What follows belongs to an exercise in optimizing a design on an open flow for small area; a production flow would make more cautious choices. Function was checked by simulation only, so behaviour that the tests miss may differ from the original.

Setup of west:
==> flow/design.v <==
module drv_side (
    input  wire       clk,
    input  wire       rst,
    input  wire       wr,         
    input  wire [7:0] nd,         
    input  wire       off,        
    output wire [11:0] cmp,
    output wire [1:0]  dir,
    output wire [7:0]  duty
);
    reg [7:0] m;      
    reg [1:0] q;
    wire nz = |nd;
    always @(posedge clk) begin
        if (wr && nz)
            m <= nd;
    end
    always @(posedge clk) begin
        if (rst)
            q <= 2'b00;
        else if (wr)
            q <= nz ? 2'b11 : {1'b0, |q};
        else if (off)
            q[0] <= q[0] & ~q[1];
    end
    wire       s = m[7];
    wire [6:0] w = m[6:0] ^ {7{~s}};
    wire [6:0] v = w + 7'd100 + {6'd0, ~s};    
    assign duty = q[1] ? m : 8'd0;
    assign dir  = (q == 2'b11) ? {~s, s} : 2'b00;
    assign cmp  = (q == 2'b00) ? 12'd3199 : {v, 5'd0};
endmodule
module yunqi_io (
    input  wire        clk,
    input  wire        rst,
    input  wire        op_valid,
    input  wire [3:0]  op,
    input  wire [7:0]  op_arg,
    input  wire        echo,
    output wire [11:0] cmp_l,
    output wire [11:0] cmp_r,
    output wire [1:0]  dir_l,
    output wire [1:0]  dir_r,
    output wire signed [7:0] duty_l,
    output wire signed [7:0] duty_r,
    output reg         motor_en,
    output reg         refused,
    output reg         msg_valid,
    output reg  [2:0]  msg_id,
    output wire        trig,
    output reg         echo_rdy,
    output reg         dist_valid,
    output wire [19:0] dist_bcd,
    output wire [1:0]  dist_tier
);
    localparam OP_SETL = 4'd0;
    localparam OP_SETR = 4'd1;
    localparam OP_CMD  = 4'd2;
    localparam OP_ON   = 4'd3;
    localparam OP_OFF  = 4'd4;
    localparam OP_TRIG = 4'd5;
    wire op_setl = op_valid && op == OP_SETL;
    wire op_setr = op_valid && op == OP_SETR;
    wire op_cmd  = op_valid && op == OP_CMD;
    wire op_on   = op_valid && op == OP_ON;
    wire op_off  = op_valid && op == OP_OFF;
    wire op_trig = op_valid && op == OP_TRIG;
    wire signed [7:0] arg_s = op_arg;
    wire arg_ok = (arg_s >= -8'sd100) && (arg_s <= 8'sd100);
    reg        c_wr;
    reg [7:0]  c_l, c_r;
    reg [2:0]  c_msg;
    always @(*) begin
        c_wr = 1'b1;
        c_l  = 8'd0;
        c_r  = 8'd0;
        case (op_arg)
            8'h46: begin c_l =  8'd50; c_r =  8'd50; c_msg = 3'd0; end
            8'h42: begin c_l = -8'd50; c_r = -8'd50; c_msg = 3'd1; end
            8'h4C: begin c_l =  8'd10; c_r =  8'd50; c_msg = 3'd2; end
            8'h52: begin c_l =  8'd50; c_r =  8'd10; c_msg = 3'd3; end
            8'h41: begin c_l = -8'd50; c_r =  8'd50; c_msg = 3'd4; end
            8'h43: begin c_l =  8'd50; c_r = -8'd50; c_msg = 3'd5; end
            8'h53: begin c_l =  8'd0;  c_r =  8'd0;  c_msg = 3'd6; end
            default: begin c_wr = 1'b0; c_msg = 3'd7; end
        endcase
    end
    wire       wr_l = (op_setl && arg_ok) || (op_cmd && c_wr);
    wire       wr_r = (op_setr && arg_ok) || (op_cmd && c_wr);
    wire [7:0] nd_l = op_cmd ? c_l : op_arg;
    wire [7:0] nd_r = op_cmd ? c_r : op_arg;
    drv_side u_l (.clk(clk), .rst(rst), .wr(wr_l), .nd(nd_l), .off(op_off),
                  .cmp(cmp_l), .dir(dir_l), .duty(duty_l));
    drv_side u_r (.clk(clk), .rst(rst), .wr(wr_r), .nd(nd_r), .off(op_off),
                  .cmp(cmp_r), .dir(dir_r), .duty(duty_r));
    always @(posedge clk) begin
        msg_id <= c_msg;
        if (rst) begin
            motor_en  <= 1'b0;
            refused   <= 1'b0;
            msg_valid <= 1'b0;
        end else begin
            msg_valid <= op_cmd;
            if ((op_setl || op_setr) && !arg_ok)
                refused <= 1'b1;
            if (op_on)
                motor_en <= 1'b1;
            if (op_off)
                motor_en <= 1'b0;
        end
    end
    reg [3:0] trig_cnt;
    always @(posedge clk) begin
        if (rst)
            trig_cnt <= 4'd0;
        else if (op_trig)
            trig_cnt <= 4'd1;
        else if (trig_cnt == 4'd12)
            trig_cnt <= 4'd0;
        else if (trig_cnt != 4'd0)
            trig_cnt <= trig_cnt + 4'd1;
    end
    assign trig = (trig_cnt >= 4'd3);
    reg        echo_q;
    reg [3:0]  d0, d1, d2, d3;
    reg        d4;
    reg [1:0]  a;
    reg [9:0]  b;
    reg        f1, f2;
    wire       ov  = b >= 10'd196;           
    wire [9:0] bn  = ov ? b - 10'd196 : b + 10'd429;
    wire       cy  = ov && a == 2'd3;
    wire       h   = a[1];
    wire c0 = cy && d0 == 4'd9;
    wire c1 = c0 && d1 == 4'd9;
    wire c2 = c1 && d2 == 4'd9;
    wire c3 = c2 && d3 == 4'd9;
    wire wrap = d4 && d3[0] && d2[1] && d1[2] && d0[2] && d0[1] && a[0];
    wire det1 = d2[1] && h;             
    wire det2 = d2[1] && d2[0] && h;    
    wire t1 = f1 || det1;
    wire t2 = f2 || det2;
    wire load = !echo_q || wrap;
    always @(posedge clk) begin
        if (load) begin
            d0 <= 4'd0; d1 <= 4'd0; d2 <= 4'd0; d3 <= 4'd0; d4 <= 1'b0;
            a  <= 2'd2;
            b  <= 10'd0;
            f1 <= 1'b0;
            f2 <= 1'b0;
        end else begin
            a  <= a + {1'b0, ov};
            b  <= bn;
            d0 <= cy ? (d0 == 4'd9 ? 4'd0 : d0 + 4'd1) : d0;
            d1 <= c0 ? (d1 == 4'd9 ? 4'd0 : d1 + 4'd1) : d1;
            d2 <= c1 ? (d2 == 4'd9 ? 4'd0 : d2 + 4'd1) : d2;
            d3 <= c2 ? (d3 == 4'd9 ? 4'd0 : d3 + 4'd1) : d3;
            d4 <= d4 ^ c3;
            f1 <= t1;
            f2 <= t2;
        end
    end
    wire fall = !echo && echo_q;
    always @(posedge clk) begin
        if (rst) begin
            echo_q     <= 1'b0;
            echo_rdy   <= 1'b0;
            dist_valid <= 1'b0;
        end else begin
            echo_q     <= echo;
            dist_valid <= fall;
            if (fall)
                echo_rdy <= 1'b1;
            else if (op_trig)
                echo_rdy <= 1'b0;
        end
    end
    assign dist_bcd  = {3'd0, d4, d3, d2, d1, d0};
    assign dist_tier = {t2, t1 && !t2};
endmodule
==> flow/config.mk <==
export PLATFORM = sky130hd
export DESIGN_NAME = yunqi_io
export DESIGN_NICKNAME = yunqi_io
export VERILOG_FILES = /design/flow/design.v
export SDC_FILE = /design/flow/constraint.sdc
export NUM_CORES = 4
export LEC_CHECK = 0
export CAP_MARGIN = 20
export CORE_MARGIN = 2
export CORE_UTILIZATION = 50
export SLEW_MARGIN = 20
==> flow/constraint.sdc <==
create_clock -name core_clock -period 40.0 [get_ports {clk}]
set_input_delay 8.0000 -clock core_clock [delete_from_list [all_inputs] [get_ports {clk}]]
set_output_delay 8.0000 -clock core_clock [all_outputs]
set_load 0.01 [all_outputs]
standard.sh (not shown) runs the stock make flow with config.mk's settings and CLKGATE_MAP_FILE= SYNTH_SCRIPT=/design/flow/synth_recipe.tcl, a recipe that flattens the netlist after the stock synthesis.
==> flow/flow/run.sh <==
#!/bin/bash
# The standard layout, with these changes:
#  - synthesis maps the logic with an area-oriented ABC script (flow/synth.tcl,
#    flow/area.abc); registers are mapped exactly as in the standard synthesis;
#  - port buffers use the smallest buffer cell;
#  - clock tree synthesis uses clkbuf_4 and inserts no dummy loads;
#  - one tie cell per constant value instead of one per load.
set -euo pipefail
here=$(pwd)
bash standard.sh "SYNTH_SCRIPT=$here/flow/synth.tcl" \
  "BUFFER_PORTS_ARGS=-buffer_cell sky130_fd_sc_hd__buf_1" \
  "CTS_ARGS=-sink_clustering_enable -repair_clock_nets -dont_use_dummy_load -buf_list sky130_fd_sc_hd__clkbuf_4" \
  SKIP_REPAIR_TIE_FANOUT=1 \
  finish > flow_make.log 2>&1
==> flow/flow/area.abc <==
strash
&get -n
&deepsyn -I 4 -J 50 -T 120
&put
dch -f
amap
==> flow/flow/synth.tcl <==
# The standard synthesis (synth_recipe.tcl), with ORFS's full-adder
# extraction turned off and ABC run with an area-oriented script.
set ::area_abc [file join [file dirname [file normalize [info script]]] area.abc]
proc synth {args} { yosys synth -nofsm -noshare {*}$args }
proc abc {args} {
  set i [lsearch -exact $args -script]
  if { $i >= 0 } { lset args [expr {$i + 1}] $::area_abc }
  yosys abc {*}$args
}
set ::env(ADDER_MAP_FILE) ""
source $::env(SCRIPTS_DIR)/synth.tcl
# left out here: clear keep_hierarchy, flatten, clean up, hide names made inside functions, write 1_2_yosys.v
For middle, these inputs were changed with respect to west:
--- a/flow/design.v
+++ b/flow/design.v
@@ -5,9 +5,12 @@
     input  wire [7:0] nd,         
     input  wire       off,        
     output wire [11:0] cmp,
     output wire [1:0]  dir,
-    output wire [7:0]  duty
+    output wire [7:0]  duty,
+    output wire        nzd,       
+    output wire        neg,       
+    output wire        ten        
 );
     reg [7:0] m;      
     reg [1:0] q;
     wire nz = |nd;
@@ -25,8 +28,11 @@
     end
     wire       s = m[7];
     wire [6:0] w = m[6:0] ^ {7{~s}};
     wire [6:0] v = w + 7'd100 + {6'd0, ~s};    
+    assign nzd  = q[1];
+    assign neg  = s;
+    assign ten  = ~m[5];
     assign duty = q[1] ? m : 8'd0;
     assign dir  = (q == 2'b11) ? {~s, s} : 2'b00;
     assign cmp  = (q == 2'b00) ? 12'd3199 : {v, 5'd0};
 endmodule
@@ -45,9 +51,9 @@
     output wire signed [7:0] duty_r,
     output reg         motor_en,
     output reg         refused,
     output reg         msg_valid,
-    output reg  [2:0]  msg_id,
+    output wire [2:0]  msg_id,
     output wire        trig,
     output reg         echo_rdy,
     output reg         dist_valid,
     output wire [19:0] dist_bcd,
@@ -88,14 +94,23 @@
     wire       wr_l = (op_setl && arg_ok) || (op_cmd && c_wr);
     wire       wr_r = (op_setr && arg_ok) || (op_cmd && c_wr);
     wire [7:0] nd_l = op_cmd ? c_l : op_arg;
     wire [7:0] nd_r = op_cmd ? c_r : op_arg;
+    wire nzd_l, neg_l, ten_l, nzd_r, neg_r, ten_r;
     drv_side u_l (.clk(clk), .rst(rst), .wr(wr_l), .nd(nd_l), .off(op_off),
-                  .cmp(cmp_l), .dir(dir_l), .duty(duty_l));
+                  .cmp(cmp_l), .dir(dir_l), .duty(duty_l),
+                  .nzd(nzd_l), .neg(neg_l), .ten(ten_l));
     drv_side u_r (.clk(clk), .rst(rst), .wr(wr_r), .nd(nd_r), .off(op_off),
-                  .cmp(cmp_r), .dir(dir_r), .duty(duty_r));
+                  .cmp(cmp_r), .dir(dir_r), .duty(duty_r),
+                  .nzd(nzd_r), .neg(neg_r), .ten(ten_r));
+    reg  msg_unk;
+    wire tl = ~neg_l & ten_l;
+    wire tr = ~neg_r & ten_r;
+    assign msg_id[2] = msg_unk | ~nzd_l | (neg_l ^ neg_r);
+    assign msg_id[1] = msg_unk | ~nzd_l | tl | tr;
+    assign msg_id[0] = msg_unk | (nzd_l & (neg_r | tr));
     always @(posedge clk) begin
-        msg_id <= c_msg;
+        msg_unk <= !c_wr;
         if (rst) begin
             motor_en  <= 1'b0;
             refused   <= 1'b0;
             msg_valid <= 1'b0;
Results
- Delta (middle minus west): compound-gate portion of the synthesized area shows an increase of 2.7 points; area share of buffers outside the clock network shows no meaningful change.
- Diff west -> middle: utilization did not really move; synthesized netlist cell count went down; shortest clock period the worst path allows after layout went up.

static timing again, ports no longer ideal:
Ports are ideal in the flow. The routed layouts listed here were re-timed in OpenROAD.
Step 1, drivers: a clkbuf_16 drives clk and a buf_2 each remaining input, both assumed.
Step 2 also shifts input and output timing later by t, the mid clock arrival at the registers, as if the neighbouring blocks saw the same clock.
Three values: ideal ports, drivers, drivers and shift; two values: the first two.
| run | shift t [ns] | setup slack, ns | clock arrival spread, ns | worst register clock-pin slew, ns |
|---|---|---|---|---|
| west | 0.402 | 29.211 / 29.214 / 28.811 | 0.032 / 0.033 | 0.11 / 0.11 |
| middle | 0.404 | 29.158 / 29.133 / 28.841 | 0.022 / 0.021 | 0.09 / 0.09 |
After both steps setup and hold are still met in every run listed. For west, which loses most, drivers alone change the setup slack by +0.003 ns; drivers and shift together by -0.400 ns.
